Context: an optimization exercise on an open-source flow, tuned for small area, a short achievable clock period and few clock cycles per item. The choices shown serve that exercise and are no tape-out recipe.
Function was checked by simulation only, so behaviour that the tests miss may differ from the original.
Power and IR drop assume default switching activity.

===== run.sh =====
#!/bin/bash
# synth_recipe.tcl (not shown) runs the flow's synth.tcl, then flattens the netlist and writes it again
# the make line also repeats each setting of config.mk as NAME=value (left out here)
make -C /OpenROAD-flow-scripts/flow DESIGN_CONFIG=/design/flow/config.mk WORK_HOME=/design/flow/orfs CLKGATE_MAP_FILE= SYNTH_SCRIPT=/design/flow/synth_recipe.tcl finish

===== config.mk =====
export PLATFORM = sky130hd
export DESIGN_NAME = pce_codec
export DESIGN_NICKNAME = pce_codec
export VERILOG_FILES = /design/flow/design.v
export SDC_FILE = /design/flow/constraint.sdc
export NUM_CORES = 4
export LEC_CHECK = 0
export CAP_MARGIN = 20
export CORE_MARGIN = 2
export CORE_UTILIZATION = 25
export PLACE_DENSITY = 0.5
export SLEW_MARGIN = 20

===== constraint.sdc =====
create_clock -name core_clock -period 13.0 [get_ports {clk}]
set_input_delay 2.6000 -clock core_clock [delete_from_list [all_inputs] [get_ports {clk}]]
set_output_delay 2.6000 -clock core_clock [all_outputs]
set_load 0.01 [all_outputs]

===== design.v =====
module pce_codec (
    input  wire        clk,
    input  wire        rst,         
    input  wire        start,       
    input  wire        mode,        
    input  wire [5:0]  n_in,
    input  wire [5:0]  p_in,
    input  wire [5:0]  l_in,
    input  wire [32:0] data_in,
    output reg         done,        
    output reg  [2:0]  err,         
    output reg  [5:0]  res,         
    output wire [32:0] data_out
);
    localparam NB = 33;             
    localparam ERR_NONE      = 3'd0;
    localparam ERR_DIVERGED  = 3'd2;
    localparam ERR_MALFORMED = 3'd3;
    localparam ERR_PRECOND   = 3'd4;
    localparam S_IDLE = 2'd0;
    localparam S_ENC  = 2'd1;
    localparam S_DEC  = 2'd2;
    reg [1:0]    state;
    reg [NB-1:0] buf_q;
    reg [5:0]    n_q, p_q, l_q;
    reg [2:0]    k_q;               
    reg [5:0]    i_q;               
    reg [5:0]    cnt_q;             
    reg          changed_q;         
    assign data_out = buf_q;
    reg [2:0] k_in;
    always @* begin
        if      (n_in <= 6'd1)  k_in = 3'd0;
        else if (n_in <= 6'd2)  k_in = 3'd1;
        else if (n_in <= 6'd4)  k_in = 3'd2;
        else if (n_in <= 6'd8)  k_in = 3'd3;
        else if (n_in <= 6'd16) k_in = 3'd4;
        else if (n_in <= 6'd32) k_in = 3'd5;
        else                    k_in = 3'd6;
    end
    wire params_ok = (n_in >= 6'd1) && (n_in <= 6'd32) &&
                     (p_in >= 6'd1) && (p_in <= l_in) && (l_in <= n_in) &&
                     ({1'b0, l_in} == {1'b0, p_in} + {4'b0, k_in} + 7'd1);
    reg [NB-1:0] load_buf;
    integer b;
    always @* begin
        for (b = 0; b < NB; b = b + 1) begin
            if (mode == 1'b0)
                load_buf[b] = (b < n_in) ? data_in[b] : (b == n_in);
            else
                load_buf[b] = (b <= n_in) ? data_in[b] : 1'b0;
        end
    end
    wire [NB-1:0] win = buf_q >> i_q;
    reg [31:0] per_ok;
    integer q, t;
    always @* begin
        per_ok = 32'd0;
        for (q = 1; q < 32; q = q + 1) begin
            per_ok[q] = 1'b1;
            for (t = 0; t + q < 32; t = t + 1)
                if ((t + q < l_q) && (win[t] != win[t + q]))
                    per_ok[q] = 1'b0;
        end
    end
    reg       viol;
    reg [5:0] vq;
    always @* begin
        viol = 1'b0;
        vq   = 6'd0;
        for (q = 31; q >= 1; q = q - 1)
            if (per_ok[q] && (q < p_q)) begin
                viol = 1'b1;
                vq   = q;
            end
    end
    wire [6:0]    enc_mark = {1'b0, i_q} + {1'b0, vq};      
    wire [6:0]    enc_pend = {1'b0, i_q} + {1'b0, p_q};     
    wire [6:0]    nk       = {1'b0, n_q} - {4'b0, k_q};     
    wire [NB-1:0] enc_tail = buf_q >> (k_q + 3'd1);         
    wire [NB-1:0] enc_idx  = {27'd0, i_q} << nk;            
    reg  [NB-1:0] enc_buf;
    integer j;
    always @* begin
        for (j = 0; j < NB; j = j + 1) begin
            if (j < enc_mark)      enc_buf[j] = buf_q[j];
            else if (j == enc_mark) enc_buf[j] = 1'b1;
            else if (j < enc_pend) enc_buf[j] = 1'b0;
            else if (j < nk)       enc_buf[j] = enc_tail[j];
            else if (j < n_q)      enc_buf[j] = enc_idx[j];
            else                   enc_buf[j] = 1'b0;
        end
    end
    wire [5:0] last_off = n_q + 6'd1 - l_q;                  
    wire [NB-1:0] idx_sh  = buf_q >> nk;
    reg  [5:0]    d_idx;
    always @* begin
        d_idx = 6'd0;
        for (j = 0; j < 6; j = j + 1)
            if (j < k_q) d_idx[j] = idx_sh[j];
    end
    wire          idx_bad = (d_idx > last_off);
    wire [NB-1:0] dwin = buf_q >> d_idx;
    reg           d_found;
    reg  [5:0]    dq;
    always @* begin
        d_found = 1'b0;
        dq      = 6'd0;
        for (q = 1; q < 32; q = q + 1)
            if (q < p_q && dwin[q]) begin
                d_found = 1'b1;
                dq      = q;
            end
    end
    reg [31:0] pattern;
    always @* begin
        pattern = 32'd0;
        for (q = 1; q < 32; q = q + 1)
            if (dq == q)
                for (t = 0; t < 32; t = t + 1)
                    pattern[t] = dwin[t % q];
    end
    wire [6:0]    dec_mark = {1'b0, d_idx} + {1'b0, dq};    
    wire [6:0]    dec_wend = {1'b0, d_idx} + {1'b0, l_q};   
    wire [NB-1:0] dec_rep  = {1'b0, pattern} << d_idx;
    wire [NB-1:0] dec_tail = buf_q << (k_q + 3'd1);         
    reg  [NB-1:0] dec_buf;
    always @* begin
        for (j = 0; j < NB; j = j + 1) begin
            if (j < dec_mark)       dec_buf[j] = buf_q[j];
            else if (j < dec_wend)  dec_buf[j] = dec_rep[j];
            else if (j <= n_q)      dec_buf[j] = dec_tail[j];
            else                    dec_buf[j] = 1'b0;
        end
    end
    wire last_bit = buf_q[n_q];
    always @(posedge clk) begin
        if (rst) begin
            state     <= S_IDLE;
            done      <= 1'b0;
            err       <= ERR_NONE;
            res       <= 6'd0;
            buf_q     <= {NB{1'b0}};
            n_q       <= 6'd0;
            p_q       <= 6'd0;
            l_q       <= 6'd0;
            k_q       <= 3'd0;
            i_q       <= 6'd0;
            cnt_q     <= 6'd0;
            changed_q <= 1'b0;
        end else begin
            done <= 1'b0;
            case (state)
                S_IDLE: begin
                    if (start) begin
                        if (!params_ok) begin
                            done <= 1'b1;
                            err  <= ERR_PRECOND;
                        end else begin
                            n_q       <= n_in;
                            p_q       <= p_in;
                            l_q       <= l_in;
                            k_q       <= k_in;
                            buf_q     <= load_buf;
                            i_q       <= 6'd0;
                            cnt_q     <= 6'd0;
                            changed_q <= 1'b0;
                            state     <= mode ? S_DEC : S_ENC;
                        end
                    end
                end
                S_ENC: begin
                    if (viol && cnt_q == n_q) begin
                        state <= S_IDLE;
                        done  <= 1'b1;
                        err   <= ERR_DIVERGED;
                    end else begin
                        if (viol) begin
                            buf_q <= enc_buf;
                            cnt_q <= cnt_q + 6'd1;
                        end
                        if (i_q == last_off) begin
                            if (changed_q || viol) begin
                                i_q       <= 6'd0;
                                changed_q <= 1'b0;
                            end else begin
                                state <= S_IDLE;
                                done  <= 1'b1;
                                err   <= ERR_NONE;
                                res   <= cnt_q;
                            end
                        end else begin
                            i_q       <= i_q + 6'd1;
                            changed_q <= changed_q | viol;
                        end
                    end
                end
                S_DEC: begin
                    if (last_bit) begin
                        buf_q[n_q] <= 1'b0;             
                        state      <= S_IDLE;
                        done       <= 1'b1;
                        err        <= ERR_NONE;
                        res        <= cnt_q;
                    end else if (cnt_q == n_q || idx_bad || !d_found) begin
                        state <= S_IDLE;
                        done  <= 1'b1;
                        err   <= ERR_MALFORMED;
                    end else begin
                        buf_q <= dec_buf;
                        cnt_q <= cnt_q + 6'd1;
                    end
                end
                default: state <= S_IDLE;
            endcase
        end
    end
endmodule

==> out/metrics.csv <==
stage;metric;value;unit
outcome;outcome;finished clean;
clocking;cts-buffers-inserted;9;
cells_and_area;layout-area-overhead-vs-synth;10.5;%
yosys;yosysUniqueCellTypes;129;
yosys;synth_ff_type;dfxtp_1;
setup_path;slowest_stage;dfxtp_2;
grt;grt_pass1_wl;356;mm
cells_and_area;drive_above_1_share;11.1;%
die;floorplan_die_area;141000;um^2
setup_path;crit_path_start_kind;flip-flop;
timing;final-setup-viol-count;0;
routing;detail_route.iter0.violations;7954;
clocking;cts_hold_buffers;0;
setup_path;crit_path_max_fanout;33;
clocking;cts-htree-levels;3;
timing;setup_slack;1470;ps
setup_path;worst_endpoint_required_time;13200;ps
place;numPortBuffers;97;
setup_path;worst_path_most_repeated_cell;nand2_1;
timing;final.hold.worst_slack;482;ps
yosys;synth_area_per_cell;6.50;um^2
routing;drc;0;
routing;detailedRoute.firstPassIterationCount;7;
setup_path;criticalPathCategory;reg -> reg;
clocking;clkTransAtPathRegs;90;ps
routing;via_count;48400;
grt;total_global_route_track_usage;34.5;%
clocking;cts.root.buffer_cell;clkbuf_16;
yosys;synth-edff-count;0;
timing;worst_pin_slew;1300;ps
yosys;synth.ff_latch_count;79;
grt;antenna_found_initial;13;
yosys;synthCells;5323;
yosys;net_count_after_synthesis;5454;
routing;antenna_violating_nets_post_route;0;
timing;fmax;0.0867;GHz
clocking;worstSkewPairLatency;410;ps
routing;wl_per_cell;36.6;um
setup_path;critical_path_arrival;11730;ps
clocking;cts_max_path_buffers;2;
cells_and_area;final_net_count;5313;
timing;final.setup.tns;0;ps
die;placementRows;136;
grt;grt-ovfl-total;0;
timing;finalHoldViolations;0;
timing;rsz0062_at_grt;no;
die;floorplan.initialDensity;25.2;%
die;core_region_area;137000;um^2
die;design.portCount;98;
cells_and_area;mostFrequentLayoutCell;nand2_1;
timing;final_slew_viol_count;0;
place;worst_setup_slack_after_placement;1980;ps
place;dp_hpwl;191;mm
grt;first_global_vias;44300;
timing;final.setup_skew;22.9;ps
timing;final_min_period_over_clock_period;88.7;%
cells_and_area;utilization;27.8;%
timing;maxSlewHeadroom;11.2;%
power_and_ir_drop;leakagePower;12.8;nW
timing;final.min_clock_period;11530;ps
yosys;yosysSeqAreaShare;4.57;%
clocking;post-cts-setup-buffer-count;0;
setup_path;cp-end-kind;flip-flop;
die;die_w;376;um
routing;number_of_vias_per_cell_after_detailed_routing;6.93;
grt;pin_count_of_the_biggest_net_entering_global_routing;92;
routing;drt_wl_total;256;mm
cells_and_area;layout_common_cells;nand2_1, nor2_1, a21oi_1;
job;cap_violations;0;
place;gpl.final_weighted_congestion;1.06;
clocking;cts_tree;done;
power_and_ir_drop;power.density_cell_area;20.9;nW/um^2
power_and_ir_drop;peakVddDrop;0.0000685;V
setup_path;slowest_delay;950;ps
yosys;synth.cell_area;34600;um^2
yosys;synthesis.yosys.warnings;1;
clocking;post_cts.resized_instances;0;
die;die-height;376;um
yosys;async_reset_ff_share;0;%
min_path;min_path_type;reg -> reg;
clocking;clock-sinks;79;
==> critical path, delay by kind of cell (launching register included) <==
kind / cells / cell delay [ps]
XOR/XNOR: 2 / 540
adder cells (fa/ha/maj): 1 / 610
AND/OR/NAND/NOR: 12 / 3580
flip-flops: 1 / 950
AO/OA/AOI/OAI: 10 / 3660
multiplexers: 2 / 1490
buffers and inverters: 2 / 410
==> metrics by stage <==
| stage | total power, W | cell area (um^2) | cells |
|---|---|---|---|
| floorplan | 0.000364 | 34600 | 5323 |
| global placement | 0.000462 | 37900 | 6965 |
| detailed placement | 0.000462 | 37900 | 6965 |
| CTS | 0.000796 | 38200 | 6981 |
| global route | 0.000817 | 38200 | 6981 |
| finish | 0.000800 | 38200 | 6989 |
==> cells in the mapped netlist (all sizes together) (27+ instances only) <==
cell     instances  area, um^2
a2111oi         47         474
a211oi         109         878
a21o            38         285
a21oi          455        2300
a221oi          71         669
a22oi           49         388
a31oi           85         532
a32oi           34         313
and2            44         278
and3            32         200
buf            191        1040
clkbuf         332        1250
dfxtp           79        1580
ha              69         863
inv             90         340
mux2            27         304
mux2i          128        1280
mux4            71        1600
nand2          612        2300
nand2b          45         282
nand3          181         906
nand4           56         369
nor2           600        2270
nor2b           33         206
nor3           155         817
nor4            50         362
o2111ai         43         389
o211ai          86         666
o21ai          403        2020
o221ai          68         621
o22ai          145         913
o31ai           48         399
or3             45         297
xnor2          309        2780
xor2            87         769
==> power breakdown <==
group	switching, W	internal [W]
sequential	0.00000337	0.000243
combinational	0.000151	0.0000690
clock	0.000155	0.000178
==> sequential cells by signal, indices dropped and copies added (netlist names) <==
| register | count |
|---|---|
| done | 1 |
| cnt_q | 6 |
| buf_q | 33 |
| p_q | 6 |
| n_q | 6 |
| err | 3 |
| state | 2 |
| l_q | 6 |
| k_q | 3 |
| i_q | 6 |
| res | 6 |
| changed_q | 1 |
==> routing by layer <==
layer  global-route usage, %  wire [um]  up-vias
met5                       0         31        -
li1                        -          -    19900
met3                    8.40      30200      966
met2                    51.0     106000     4043
met4                    21.1      19300        4
met1                    44.9     100000    23500
==> final timing paths <==
kind / from / to / slack [ps] / cells past startpoint
setup / recovery: i_q[0] / buf_q[16] / 1470 / 29
hold / removal: buf_q[24] / buf_q[24] / 480 / 2
setup reg to reg: i_q[0] / buf_q[16] / 1470 / 29
hold reg to reg: buf_q[24] / buf_q[24] / 480 / 2
==> area by class of cell <==
class                      count  area (um^2)
fill                       15400        99300
clock buffer                  10          239
sequential                    79         1590
inverter                      95          364
multi-input combinational   4626        30700
clock inverter                 6          100
timing repair buffer         371         3020
tap                         1794         2240
antenna                        8         20.0
==> cell families after synthesis <==
logic type	count (synthesis)	synth area share, %
compound gates	1999	39.8
xor+xnor	396	10.2
fa+ha+maj	76	2.90
buf+inv	618	7.64
flops	79	4.57
mux	226	9.20
simple gates	1929	25.7
Testbench counts, summed over its fixed seeds: cycles 13,345, items 1,920.

[separate check: timing with driven ports]
Ports are ideal in the flow. The routed layout listed here was re-timed in OpenROAD. Step 1: set_driving_cell puts a clkbuf_16 on clk and a buf_2 on each other input, an assumption about the parent block. Step 2 moves the port delays by t, midway between the first and last clock arrival at a register: inputs arrive t later, outputs are due t later. That takes back most of the time a late clock gives input paths. Slacks: ideal / step 1 / step 2; pairs: ideal / step 1.
shift t [ns]: 0.451
slack for setup (ns): 1.470 / 1.470 / 1.470
hold slack, ns: 0.482 / 0.482 / 0.482
worst setup path at the end: register to register
cell pins on the clock port's net: 1
After both steps this run still meets setup and hold. For this run, drivers alone change the setup slack by 0.000 ns; drivers and shift together by 0.000 ns.
